Source: an optimization exercise on an open RTL-to-GDS flow (aim: small area, a short achievable clock period and few clock cycles per item). Production flows keep margins and buffers that such runs may drop.
Function was checked by simulation only, so behaviour that the tests miss may differ from the original.

==> flow/design.v, too long to show whole: its modules and the start of the top module <==
// module himg_qmap: 1413 lines
module himg_qmap (
    input  wire        clk,
    input  wire        rst,         
    input  wire        in_valid,
    output wire        in_ready,
    input  wire [1:0]  in_op,
    input  wire [15:0] in_data,
    output wire        out_valid,
    input  wire        out_ready,
    output wire [15:0] out_data
);
  // ...
==> flow/run.sh <==
#!/bin/bash
# synth_recipe.tcl (not shown) runs the flow's synth.tcl, then flattens the netlist and writes it again
# the make line also repeats each setting of config.mk as NAME=value (left out here)
make -C /OpenROAD-flow-scripts/flow DESIGN_CONFIG=/design/flow/config.mk WORK_HOME=/design/flow/orfs CLKGATE_MAP_FILE= SYNTH_SCRIPT=/design/flow/synth_recipe.tcl finish
==> flow/config.mk <==
export PLATFORM = sky130hd
export DESIGN_NAME = himg_qmap
export DESIGN_NICKNAME = himg_qmap
export VERILOG_FILES = /design/flow/design.v
export SDC_FILE = /design/flow/constraint.sdc
export NUM_CORES = 4
export LEC_CHECK = 0
export ABC_AREA = 1
export CAP_MARGIN = 20
export CORE_MARGIN = 2
export CORE_UTILIZATION = 65
export PLACE_DENSITY = 0.75
export SLEW_MARGIN = 20
==> flow/constraint.sdc <==
create_clock -name core_clock -period 14.0 [get_ports {clk}]
set_input_delay 2.8000 -clock core_clock [delete_from_list [all_inputs] [get_ports {clk}]]
set_output_delay 2.8000 -clock core_clock [all_outputs]
set_load 0.01 [all_outputs]
==> run summary, run 1 <==
====================================================================================
Hold endpoint                                                                p8_q[4]
Vias in the first global route                                                 46800
Slowest stage cell, crit path                                           sky130_fd_sc_hd__edfxtp_1
Area share of the leading cell type in the synthesized netlist                 33.3%
Worst setup EP type                                                         register
Hold slack                                                                    413 ps
Outcome                                             no timing/DRC/antenna violations
Tightest Pin Transition                                                      1130 ps
GR Util met3                                                                   6.31%
Total number of yosys warnings                                                     1
Ordered cell list for the critical path                                 inv_1 > ha_1 > inv_1 > nor2_1 > inv_1 > nor2_1 > inv_1 > nor3_1 > nand2_1 > inv_1 > nand2_1 > nand2_1 > o21ai_0 > ha_1 > fa_1 > o21ai_0 > a21oi_1 > o21ai_0 > a21oi_1 > o21bai_1 > nand3_1 > o21ai_0 > a21oi_1 > a21oi_1
Multi-input gate share of the layout cell area                                 50.0%
Post-synthesis adder-cell area fraction                                        18.8%
Total of flip-flops plus latches after synthesis                                 785
Post-CTS resize count                                                              0
Met2 global-route usage                                                        55.8%
Xor and xnor area share after synthesis                                        4.84%
I/O pin cnt                                                                       40
Core box area                                                             0.0899 mm²
Multi-input gate area in the final layout                                 0.0316 mm²
Skew-Pair Late Insertion Delay                                                660 ps
Vias per inst                                                                   5.90
Maximum fanout encountered on the critical timing path                            10
Worst Skew                                                                   25.7 ps
Worst reg2reg endpoint                                                      p1_R[11]
Setup crit start                                                             s0_d[0]
Highest Clock Rate                                                         0.214 GHz
Seq. cell area                                                            0.0222 mm²
Number of buffers inserted for hold repair after clock tree synthesis              0
Launch point of the worst reg-to-reg path                                    s0_d[0]
Layout cells sized above 1                                                     4.00%
Share of cell area taken by flip-flops and latches                             35.2%
Floorplan die area                                                        0.0929 mm²
Most numerous cell on the critical path                                 sky130_fd_sc_hd__inv_1
Std-Cell Rows                                                                    110
Number of enable flip-flop cells after synthesis                                 652
Sum of routed wire length over all layers                                  159000 µm
Cell with the most instances after synthesis                            sky130_fd_sc_hd__nand2_1
Final weighted congestion in routability-driven placement                      0.993
Final setup violation count                                                        0
Instance count of the mapped netlist                                            6947
====================================================================================
Testbench counts, summed over its fixed seeds: cycles 3,376, items 3,072.
==> run 2, diff against run 1 <==
--- a/flow/config.mk
+++ b/flow/config.mk
@@ -8,6 +8,6 @@
 export ABC_AREA = 1
 export CAP_MARGIN = 20
 export CORE_MARGIN = 2
-export CORE_UTILIZATION = 65
-export PLACE_DENSITY = 0.75
+export CORE_UTILIZATION = 55
+export PLACE_DENSITY = 0.65
 export SLEW_MARGIN = 20
==> run summary, run 2 <==
====================================================================================================
Ranking of synthesized cells by instance count                                          1419 x sky130_fd_sc_hd__nand2_1, 1146 x sky130_fd_sc_hd__inv_1, 652 x sky130_fd_sc_hd__edfxtp_1   unchanged
Number of routed nets with antenna violations                                                      0   unchanged
CP required                                                                                 14410 ps   was 14460 ps
Maximum fanout encountered on the critical timing path                                            18   was 10
Number of enable flip-flop cells after synthesis                                                 652   unchanged
Setup repair after global routing missed its margin                                            false   unchanged
Pre-CTS WS                                                                                   9090 ps   was 9160 ps
Most frequent cells in the layout                                                       1419 x sky130_fd_sc_hd__nand2_1, 1139 x sky130_fd_sc_hd__inv_1, 652 x sky130_fd_sc_hd__edfxtp_1   unchanged
Leading cell type in the layout, fill and taps excluded                                 sky130_fd_sc_hd__nand2_1   unchanged
Setup_tns                                                                                       0 ps   unchanged
Number of buffers inserted for hold repair after clock tree synthesis                              0   unchanged
Crit path largest cell delay                                                                  950 ps   was 590 ps
Time the worst path needs with I/O delays and setup                                          4640 ps   was 4670 ps
Fillcell total                                                                                  9363   was 7034
Std-Cell Rows                                                                                    119   was 110
Worst reg-to-reg setup slack                                                                 9360 ps   was 9330 ps
Max-Slew Margin vs Limit                                                                       21.9%   was 24.1%
Area share of the leading cell type in the synthesized netlist                                 33.3%   unchanged
Tightest Pin Transition                                                                      1160 ps   was 1130 ps
Total number of yosys warnings                                                                     1   unchanged
Worst reg2reg endpoint                                                                      p2_R[12]   was p1_R[11]
Iter 0 DRT Violations                                                                           3810   was 4942
Detailed-route wire length per cell                                                          18.0 µm   was 19.4 µm
Sum of routed wire length over all layers                                                  151000 µm   was 159000 µm
Top cell type by total area after synthesis                                             sky130_fd_sc_hd__edfxtp_1   unchanged
Number of buffers created by CTS                                                                  86   was 84
Ant. Diodes                                                                                        0   unchanged
Vias after detailed routing                                                                    46900   was 48400
Vias in the first global route                                                                 45300   was 46800
Core box area                                                                              0.106 mm²   was 0.0899 mm²
Chip Width                                                                                    331 µm   was 305 µm
Mean instance size in the synthesized netlist                                               8.47 µm²   unchanged
First-pass iteration count of the detailed router                                                  6   unchanged
Part of the Yosys area used for sequential elements                                            37.8%   unchanged
Net Count, Synth                                                                                7735   unchanged
Primary flip-flop cell chosen by synthesis mapping                                      sky130_fd_sc_hd__edfxtp_1   unchanged
Hold endpoint                                                                                p8_q[3]   was p8_q[4]
Deepest clock path buffer count                                                                    3   unchanged
Clock-pin slew reported for the worst setup and hold paths after clock tree synthesis          60 ps   was 70 ps
Outcome                                                             no timing/DRC/antenna violations   unchanged
Worst Setup Path Type                                                                     reg -> reg   unchanged
Final setup violation count                                                                        0   unchanged
Kind of cell with the highest combined delay on the critical path                        adder cells   was compound AO/OA/AOI/OAI gates
MaxCap Viol Count                                                                                  0   unchanged
Final #Nets                                                                                     7744   was 7743
Class of the most critical hold timing path                                               reg -> reg   unchanged
Ordered cell list for the critical path                                                 xor2_1 > ha_1 > inv_1 > fa_1 > inv_1 > fa_1 > ha_1 > nand2_1 > nor4_1 > a21boi_0 > o41ai_1 > a21oi_1 > o21ai_0 > o21ai_0   was inv_1 > ha_1 > inv_1 > nor2_1 > inv_1 > nor2_1 > inv_1 > nor3_1 > nand2_1 > inv_1 > nand2_1 > nand2_1 > o21ai_0 > ha_1 > fa_1 > o21ai_0 > a21oi_1 > o21ai_0 > a21oi_1 > o21bai_1 > nand3_1 > o21ai_0 > a21oi_1 > a21oi_1
Hold Crit Start                                                                              p7_q[2]   was p7_q[3]
Highest Clock Rate                                                                         0.216 GHz   was 0.214 GHz
H-tree level count                                                                                 3   unchanged
Number of design rule violations left after detail routing                                         0   unchanged
Number of cells on the worst reg-to-reg path                                                      14   was 24
Launch point of the worst reg-to-reg path                                                  dY_enc[2]   was s0_d[0]
Worst Slack Setup Final                                                                      9360 ps   was 9330 ps
Crit path launch type                                                                       register   unchanged
Largest net degree at the start of global routing                                                 86   was 78
Initial Utilization                                                                            55.6%   was 65.4%
Unique cell type count in the Yosys netlist                                                       69   unchanged
Area growth from synthesis to layout                                                           7.98%   was 7.53%
Slowest stage cell, crit path                                                           sky130_fd_sc_hd__edfxtp_1   unchanged
Final weighted congestion in routability-driven placement                                      0.937   was 0.993
Cell Area, Synth                                                                          0.0588 mm²   unchanged
Die height                                                                                    331 µm   was 305 µm
End-of-flow core utilization                                                                   60.1%   was 70.4%
Critical path data arrival time                                                              5050 ps   was 5120 ps
First-pass GRT wire length                                                                 242000 µm   was 251000 µm
Total of flip-flops plus latches after synthesis                                                 785   unchanged
Skew-Pair Late Insertion Delay                                                                690 ps   was 660 ps
Antenna violations before repair                                                                   1   was 4
Final global-route overflow total                                                                  0   unchanged
Post-CTS resize count                                                                              0   unchanged
Number of setup buffers added after CTS                                                            0   unchanged
CTS root buffer                                                                         sky130_fd_sc_hd__clkbuf_16   unchanged
Leading post-synthesis cells by cell area                                               sky130_fd_sc_hd__edfxtp_1 33%, sky130_fd_sc_hd__ha_1 12%, sky130_fd_sc_hd__nand2_1 9.1%   unchanged
Floorplan die area                                                                         0.110 mm²   was 0.0929 mm²
Vias per inst                                                                                   5.57   was 5.90
Number of hold-slack violations in the final timing report                                         0   unchanged
Final Cycle Share                                                                              33.1%   was 33.3%
Count of clock tree sinks                                                                        785   unchanged
Hold slack                                                                                    410 ps   was 413 ps
I/O pin cnt                                                                                       40   unchanged
Layout cells sized above 1                                                                     4.01%   was 4.00%
Crit path buf inv count                                                                            2   was 5
Count of buffers from port buffering                                                              39   unchanged
Cell with the most instances after synthesis                                            sky130_fd_sc_hd__nand2_1   unchanged
Cell depth of the worst hold path                                                                  0   unchanged
Total half-perimeter wirelength after legalization and detailed placement                  118000 µm   was 124000 µm
Total GRT Usage                                                                                27.9%   was 34.3%
TritonCTS clock tree                                                                            done   unchanged
Max-slew violation count                                                                           0   unchanged
Instance count of the mapped netlist                                                            6947   unchanged
Worst Skew                                                                                   54.5 ps   was 25.7 ps
Fraction of registers with async set or reset after synthesis                                     0%   unchanged
Worst setup EP type                                                                         register   unchanged
====================================================================================================
-- run 2: worst max-delay path by stage --
stage,start,to,slack (ps),cells after the start
after global placement,rst,step_g3[6],9150,6
final,dY_enc[2],p2_R[12],9360,14
after CTS,o1_v,out_valid,9440,1
after floorplan,o2c_3,dq_12[0],9810,3
after global routing,s0_d[0],p1_R[12],8890,24
after detailed placement,rst,step_g2[14],9090,6
-- run 2: cell type report --
| class | instances | area, µm² | area share (%) |
|---|---|---|---|
| Timing Repair Buffer | 67 | 601 | 0.946 |
| Inverter | 1170 | 4400 | 6.93 |
| Sequential cell | 785 | 22200 | 35.0 |
| Multi-Input combinational cell | 4846 | 31600 | 49.7 |
| Tap cell | 1391 | 1740 | 2.74 |
| Clock buffer | 112 | 2350 | 3.71 |
| Clock inverter | 48 | 576 | 0.906 |
-- run 2: layer usage --
layer | part of all wire [%] | global-route usage [%] | vias up
li1 | - | - | 23300
met1 | 45 | 38.5 | 22100
met2 | 47 | 46.7 | 1239
met3 | 5.5 | 3.57 | 232
met4 | 2.6 | 7.23 | 0
met5 | 0 | 0 | -
-- run 2: cell families after synthesis --
| logic type | share of synthesized area (%) |
|---|---|
| xor gates and xnor gates | 4.84 |
| muxes | 0.0511 |
| buffers and inverters | 8.50 |
| AOI/OAI and AO/OA | 13.3 |
| and+or+nand+nor | 16.7 |
| DFF | 37.8 |
| adders and majority gates | 18.8 |
-- run 2: worst register-to-register path, stage by stage, from the launching register on --
cell and delay (ps):
sky130_fd_sc_hd__edfxtp_1 950, sky130_fd_sc_hd__xor2_1 170, sky130_fd_sc_hd__ha_1 320, sky130_fd_sc_hd__inv_1 50, sky130_fd_sc_hd__fa_1 520, sky130_fd_sc_hd__inv_1 50, sky130_fd_sc_hd__fa_1 470, sky130_fd_sc_hd__ha_1 370
sky130_fd_sc_hd__nand2_1 130, sky130_fd_sc_hd__nor4_1 260, sky130_fd_sc_hd__a21boi_0 260, sky130_fd_sc_hd__o41ai_1 520, sky130_fd_sc_hd__a21oi_1 110, sky130_fd_sc_hd__o21ai_0 90, sky130_fd_sc_hd__o21ai_0 110
-- run 2: metrics by stage --
| step | area (µm²) | std cells |
|---|---|---|
| 6_report | 63500 | 8419 |
| 5_1_grt | 63500 | 8419 |
| 4_1_cts | 63500 | 8419 |
| 3_5_place_dp | 60600 | 8259 |
| 3_3_place_gp | 60600 | 8259 |
| 2_1_floorplan | 58800 | 6947 |

==> static timing again, ports no longer ideal <==
In the flow no input, the clock included, has a driving cell. The finished layouts below were timed again as built, in two steps.
Step 1: set_driving_cell puts a clkbuf_16 on clk and a buf_2 on each other input, an assumption about the parent block.
Step 2, shift: input delay + t, output delay - t, t = (earliest + latest rising clock arrival at the registers) / 2. This alone moves slack from input paths to output paths.
Slacks: ideal / step 1 / step 2; pairs: ideal / step 1.
run | t, ns | slack for setup (ns) | latest minus earliest clock arrival (ns)
run 1 | 0.726 | 9.332 / 9.332 / 9.076 | 0.034 / 0.034
run 2 | 0.735 | 9.361 / 9.361 / 9.101 | 0.055 / 0.056
After both steps every run listed still meets setup and hold. The setup slack of run 2, which loses most, moves by 0.000 ns with the drivers and by -0.260 ns with both steps.
